Source: an optimization exercise on an open RTL-to-GDS flow (aim: small area, a short achievable clock period and few clock cycles). Production flows keep margins and buffers that such runs may drop.
Only simulation tests tie the RTL to the original design; equivalence was not proved.
Power and IR drop assume default switching activity.

Setup of north:
// unthbuf_unit
module unthbuf_unit (
    input  wire        clk,
    input  wire        rst,         
    input  wire        cmd_valid,
    input  wire [7:0]  cmd_op,
    input  wire [63:0] cmd_a,
    input  wire [63:0] cmd_b,
    output reg         rsp_valid,
    output wire [7:0]  rsp_status,
    output wire [63:0] rsp_d0,
    output wire [63:0] rsp_d1
);
    localparam MAX_CELLS = 8;
    localparam ST_OK        = 3'h0;
    localparam ST_BADWIDTH  = 3'h1;
    localparam ST_INDEX     = 3'h2;
    localparam ST_TOOWIDE   = 3'h3;
    localparam ST_CAPACITY  = 3'h4;
    localparam ST_ILLEGAL   = 3'h5;
    localparam ST_NOTCFG    = 3'h6;
    localparam ST_CELLRANGE = 3'h7;
    integer k;
    genvar  gi;
    function [9:0] add10(input [9:0] x, input [9:0] y);
        reg [9:0] g, p, gn, pn;
        integer i, d;
        begin
            g = x & y;
            p = x ^ y;
            for (d = 1; d < 10; d = d * 2) begin
                gn = g;
                pn = p;
                for (i = d; i < 10; i = i + 1) begin
                    gn[i] = g[i] | (p[i] & g[i-d]);
                    pn[i] = p[i] & p[i-d];
                end
                g = gn;
                p = pn;
            end
            add10 = (x ^ y) ^ {g[8:0], 1'b0};
        end
    endfunction
    function [9:0] sub10(input [9:0] x, input [9:0] y);
        reg [10:0] s;
        begin
            s = add11({x, 1'b1}, {~y, 1'b1});
            sub10 = s[10:1];
        end
    endfunction
    function ge10(input [9:0] x, input [9:0] y);
        reg [15:0] gt, eq, gtn, eqn;
        integer i, n;
        begin
            gt = {6'd0, x & ~y};
            eq = {6'h3f, ~(x ^ y)};
            for (n = 8; n >= 1; n = n / 2) begin
                gtn = 16'd0;
                eqn = 16'd0;
                for (i = 0; i < n; i = i + 1) begin
  ...
For scale: roughly 4100 cells after synthesis, roughly 690 flip-flops, about 280 I/O pins, ~43000 sq um of cells after synthesis.
==> flow/config.mk <==
export PLATFORM = sky130hd
export DESIGN_NAME = unthbuf_unit
export DESIGN_NICKNAME = unthbuf_unit
export VERILOG_FILES = /design/flow/design.v
export SDC_FILE = /design/flow/constraint.sdc
export NUM_CORES = 4
export LEC_CHECK = 0
export CAP_MARGIN = 20
export CORE_MARGIN = 2
export CORE_UTILIZATION = 30
export CTS_BUF_LIST = sky130_fd_sc_hd__clkbuf_4 sky130_fd_sc_hd__clkbuf_8
export PLACE_DENSITY = 0.45
export SLEW_MARGIN = 20
export SYNTH_HIERARCHICAL = 1
==> flow/constraint.sdc <==
create_clock -name core_clock -period 100.0 [get_ports {clk}]
set_input_delay 20.0000 -clock core_clock [delete_from_list [all_inputs] [get_ports {clk}]]
set_output_delay 20.0000 -clock core_clock [all_outputs]
set_load 0.01 [all_outputs]
standard.sh (not shown) runs the stock make flow with config.mk's settings and CLKGATE_MAP_FILE= SYNTH_SCRIPT=/design/flow/synth_recipe.tcl, a recipe that flattens the netlist after the stock synthesis.
==> flow/flow/run.sh <==
#!/bin/bash
# The standard layout (standard.sh: ORFS synthesis to finish), with two
# changes:
#  * the ports are buffered with sky130_fd_sc_hd__buf_1 instead of the
#    buffer buffer_ports picks on its own (every port still gets a buffer);
#  * the floorplan step's gate sizing (ORFS's repair_timing after
#    synthesis) aims for more setup slack than the clock period needs, so
#    that it sizes the gates of the worst paths up.
# The clock, the SDC and everything else are the standard flow's.
set -euo pipefail
export BUFFER_PORTS_ARGS="-buffer_cell sky130_fd_sc_hd__buf_1"
SETUP_SLACK_MARGIN=76 bash standard.sh synth floorplan > standard_flow_floorplan.log 2>&1
bash standard.sh > standard_flow.log 2>&1
The flow did not stop early for north: all stages ran, and the layout cleared the timing, design-rule and antenna checks.
Testbench counts of north, summed over its fixed seeds: cycles 12,000.
Setup changes, north to south
- changing CORE_UTILIZATION from 30 to 48
- changing PLACE_DENSITY from 0.45 to 0.7
- removing CTS_BUF_LIST (formerly sky130_fd_sc_hd__clkbuf_4 sky130_fd_sc_hd__clkbuf_8)
- setting CTS_CLUSTER_DIAMETER to 100 for the first time
- setting CTS_CLUSTER_SIZE to 30 for the first time
- setting TNS_END_PERCENT to 20 for the first time
==> flow/flow/run.sh <==
#!/bin/bash
# The standard layout (standard.sh: ORFS synthesis to finish), with these
# changes:
#  * the ports are buffered with sky130_fd_sc_hd__buf_1 instead of the
#    buffer buffer_ports picks on its own (every port still gets a buffer);
#  * ORFS's repair_timing steps aim for more setup slack than the clock
#    period needs, so that they size up the gates of the worst paths; after
#    placement they only resize and swap pins (no buffering or cloning).
# The clock, the SDC and everything else are the standard flow's.
set -euo pipefail
export BUFFER_PORTS_ARGS="-buffer_cell sky130_fd_sc_hd__buf_1"
SETUP_SLACK_MARGIN=76 bash standard.sh synth floorplan > standard_flow_floorplan.log 2>&1
SETUP_SLACK_MARGIN=75 SETUP_MOVE_SEQUENCE="unbuffer,sizeup,swap" bash standard.sh > standard_flow.log 2>&1
Findings:
Layout net count down about 2% in south wrt north. Changes observed in south relative to north: highest fanout seen on the critical path now larger; number of diodes fell 4. Measured against each other, south and north differ in proportion of cell area occupied by registers, the higher figure coming from south. Re total number of cells along the worst setup path: south is 1 up on north. As of south, placed instance area had fallen by a few percent compared to north. As of south, die footprint had fallen by more than a quarter compared to north. Re final standard cell area without fillers: south is 2200 sq um down on north.

========
unthbuf_unit, a different RTL version from the one above (not shown whole).
For scale: roughly 690 flip-flops, ~280 I/O pins, about 44000 um2 of cells after synthesis.
==> flow/config.mk <==
export PLATFORM = sky130hd
export DESIGN_NAME = unthbuf_unit
export DESIGN_NICKNAME = unthbuf_unit
export VERILOG_FILES = /design/flow/design.v
export SDC_FILE = /design/flow/constraint.sdc
export NUM_CORES = 4
export LEC_CHECK = 0
export CAP_MARGIN = 20
export CORE_MARGIN = 2
export CORE_UTILIZATION = 48
export CTS_CLUSTER_DIAMETER = 100
export CTS_CLUSTER_SIZE = 30
export PLACE_DENSITY = 0.7
export SLEW_MARGIN = 20
export SYNTH_HIERARCHICAL = 1
export TNS_END_PERCENT = 20
==> flow/constraint.sdc <==
create_clock -name core_clock -period 100.0 [get_ports {clk}]
set_input_delay 20.0000 -clock core_clock [delete_from_list [all_inputs] [get_ports {clk}]]
set_output_delay 20.0000 -clock core_clock [all_outputs]
set_load 0.01 [all_outputs]
==> flow/flow/run.sh <==
#!/bin/bash
# The standard layout (standard.sh: ORFS synthesis to finish), with these
# changes:
#  * the ports are buffered with sky130_fd_sc_hd__buf_1 instead of the
#    buffer buffer_ports picks on its own (every port still gets a buffer);
#  * ORFS's repair_timing steps aim for more setup slack than the clock
#    period needs, so that they size up the gates of the worst paths; after
#    placement they only resize and swap pins (no buffering or cloning).
# The clock, the SDC and everything else are the standard flow's.
set -euo pipefail
export BUFFER_PORTS_ARGS="-buffer_cell sky130_fd_sc_hd__buf_1"
SETUP_SLACK_MARGIN=76 bash standard.sh synth floorplan > standard_flow_floorplan.log 2>&1
SETUP_SLACK_MARGIN=75.5 SETUP_MOVE_SEQUENCE="unbuffer,sizeup,swap" bash standard.sh > standard_flow.log 2>&1
The baseline completed with no timing, DRC or antenna violations.
Testbench counts at the start, summed over its fixed seeds: cycles 12,000.
Then changed:
--- a/flow/flow/run.sh
+++ b/flow/flow/run.sh
@@ -12,2 +12,2 @@
 SETUP_SLACK_MARGIN=76 bash standard.sh synth floorplan > standard_flow_floorplan.log 2>&1
-SETUP_SLACK_MARGIN=75.5 SETUP_MOVE_SEQUENCE="unbuffer,sizeup,swap" bash standard.sh > standard_flow.log 2>&1
+SETUP_SLACK_MARGIN=75 SETUP_MOVE_SEQUENCE="unbuffer,sizeup,swap" bash standard.sh > standard_flow.log 2>&1
- CORE_UTILIZATION: 48 -> 40
- CTS_CLUSTER_DIAMETER: 100 -> not set
- CTS_CLUSTER_SIZE: 30 -> not set
- PLACE_DENSITY: 0.7 -> 0.6
=> Register-to-register slack is worse by 400 ps; die area increases by 20%; wire length increases by 6.5%; flip-flop and latch count does not change; total power increases by 6.6%; final area increases by 1.8%; synthesized area stays the same; cell count increases by 6.1%; setup slack is worse by 380 ps.

========
Setup of oak:
RTL: one of the versions met above, not the one the previous note started from.
Size in the first run: ~4100 cells after synthesis, roughly 280 I/O pins, ~43000 µm² of cells after synthesis.
==> flow/config.mk <==
export PLATFORM = sky130hd
export DESIGN_NAME = unthbuf_unit
export DESIGN_NICKNAME = unthbuf_unit
export VERILOG_FILES = /design/flow/design.v
export SDC_FILE = /design/flow/constraint.sdc
export NUM_CORES = 4
export LEC_CHECK = 0
export CAP_MARGIN = 20
export CORE_MARGIN = 2
export CORE_UTILIZATION = 40
export PLACE_DENSITY = 0.6
export SLEW_MARGIN = 20
export SYNTH_HIERARCHICAL = 1
==> flow/constraint.sdc <==
create_clock -name core_clock -period 100.0 [get_ports {clk}]
set_input_delay 20.0000 -clock core_clock [delete_from_list [all_inputs] [get_ports {clk}]]
set_output_delay 20.0000 -clock core_clock [all_outputs]
set_load 0.01 [all_outputs]
==> flow/flow/run.sh <==
#!/bin/bash
# The standard layout (standard.sh: ORFS synthesis to finish), with two
# changes:
#  * the ports are buffered with sky130_fd_sc_hd__buf_1 instead of the
#    buffer buffer_ports picks on its own (every port still gets a buffer);
#  * the floorplan step's gate sizing (ORFS's repair_timing after
#    synthesis) aims for more setup slack than the clock period needs, so
#    that it sizes the gates of the worst paths up.
# The clock, the SDC and everything else are the standard flow's.
set -euo pipefail
export BUFFER_PORTS_ARGS="-buffer_cell sky130_fd_sc_hd__buf_1"
SETUP_SLACK_MARGIN=76 bash standard.sh synth floorplan > standard_flow_floorplan.log 2>&1
bash standard.sh > standard_flow.log 2>&1
Testbench counts of oak, summed over its fixed seeds: cycles 12,000.
For pine, these inputs were changed with respect to oak:
- CORE_UTILIZATION changed from 40 to 30
- PLACE_DENSITY changed from 0.6 to 0.45
- TNS_END_PERCENT newly set to 20
==> flow/flow/run.sh <==
#!/bin/bash
# The standard layout (standard.sh: ORFS synthesis to finish), with these
# changes:
#  * the ports are buffered with sky130_fd_sc_hd__buf_1 instead of the
#    buffer buffer_ports picks on its own (every port still gets a buffer);
#  * ORFS's repair_timing steps aim for more setup slack than the clock
#    period needs, so that they size up the gates of the worst paths; after
#    placement they only resize and swap pins (no buffering or cloning).
# The clock, the SDC and everything else are the standard flow's.
set -euo pipefail
export BUFFER_PORTS_ARGS="-buffer_cell sky130_fd_sc_hd__buf_1"
SETUP_SLACK_MARGIN=76 bash standard.sh synth floorplan > standard_flow_floorplan.log 2>&1
SETUP_SLACK_MARGIN=75 SETUP_MOVE_SEQUENCE="unbuffer,sizeup,swap" bash standard.sh > standard_flow.log 2>&1
Results
Higher die footprint was reported by pine, not oak.
Power dissipated in combinational cells grows by a few percent when moving from oak to pine.
| first-iteration DRC count | pine vs oak | 20% lower |
On highest clock frequency the design can meet, pine does better than oak.
The register-to-register slack in pine was lower than what oak gave.
Comparing sequential share of layout area for pine and oak, the smaller number came from pine.
Diff oak -> pine | placement row count | up by more than 10%

## afterwards: timing with drivers on the ports
No port has a modelled driver above. Below, the same layouts with a new extraction and two added sets of constraints.
Step 1 (the two cells are an assumption about what drives the block):
set clk [get_ports {clk}]
set_driving_cell -lib_cell sky130_fd_sc_hd__clkbuf_16 $clk
set_driving_cell -lib_cell sky130_fd_sc_hd__buf_2 [delete_from_list [all_inputs] $clk]
Step 2 times the ports against the registers' clock, not the clock port: input delays grow and output delays shrink by t, the midpoint of the rising clock arrivals with the driver on.
Slacks: no drivers / after step 1 / after step 2; pairs: no drivers / after step 1.
run	shift t [ns]	setup slack, ns	clock arrival spread, ns	slew at the worst register clock pin (ns)
north	0.885	73.711 / 73.631 / 73.688	0.061 / 0.061	0.08 / 0.08
south	0.711	74.737 / 74.671 / 74.263	0.049 / 0.048	0.12 / 0.12
the first run of note 2	0.674	75.254 / 75.183 / 74.772	0.063 / 0.063	0.12 / 0.12
the second run of note 2	0.733	74.879 / 74.798 / 74.560	0.024 / 0.024	0.07 / 0.07
oak	0.728	74.057 / 73.978 / 73.898	0.044 / 0.045	0.08 / 0.08
pine	0.738	74.852 / 74.770 / 74.214	0.038 / 0.039	0.07 / 0.07
After both steps every run listed still meets setup and hold. For pine, which loses most, drivers alone change the setup slack by -0.082 ns; drivers and shift together by -0.638 ns.
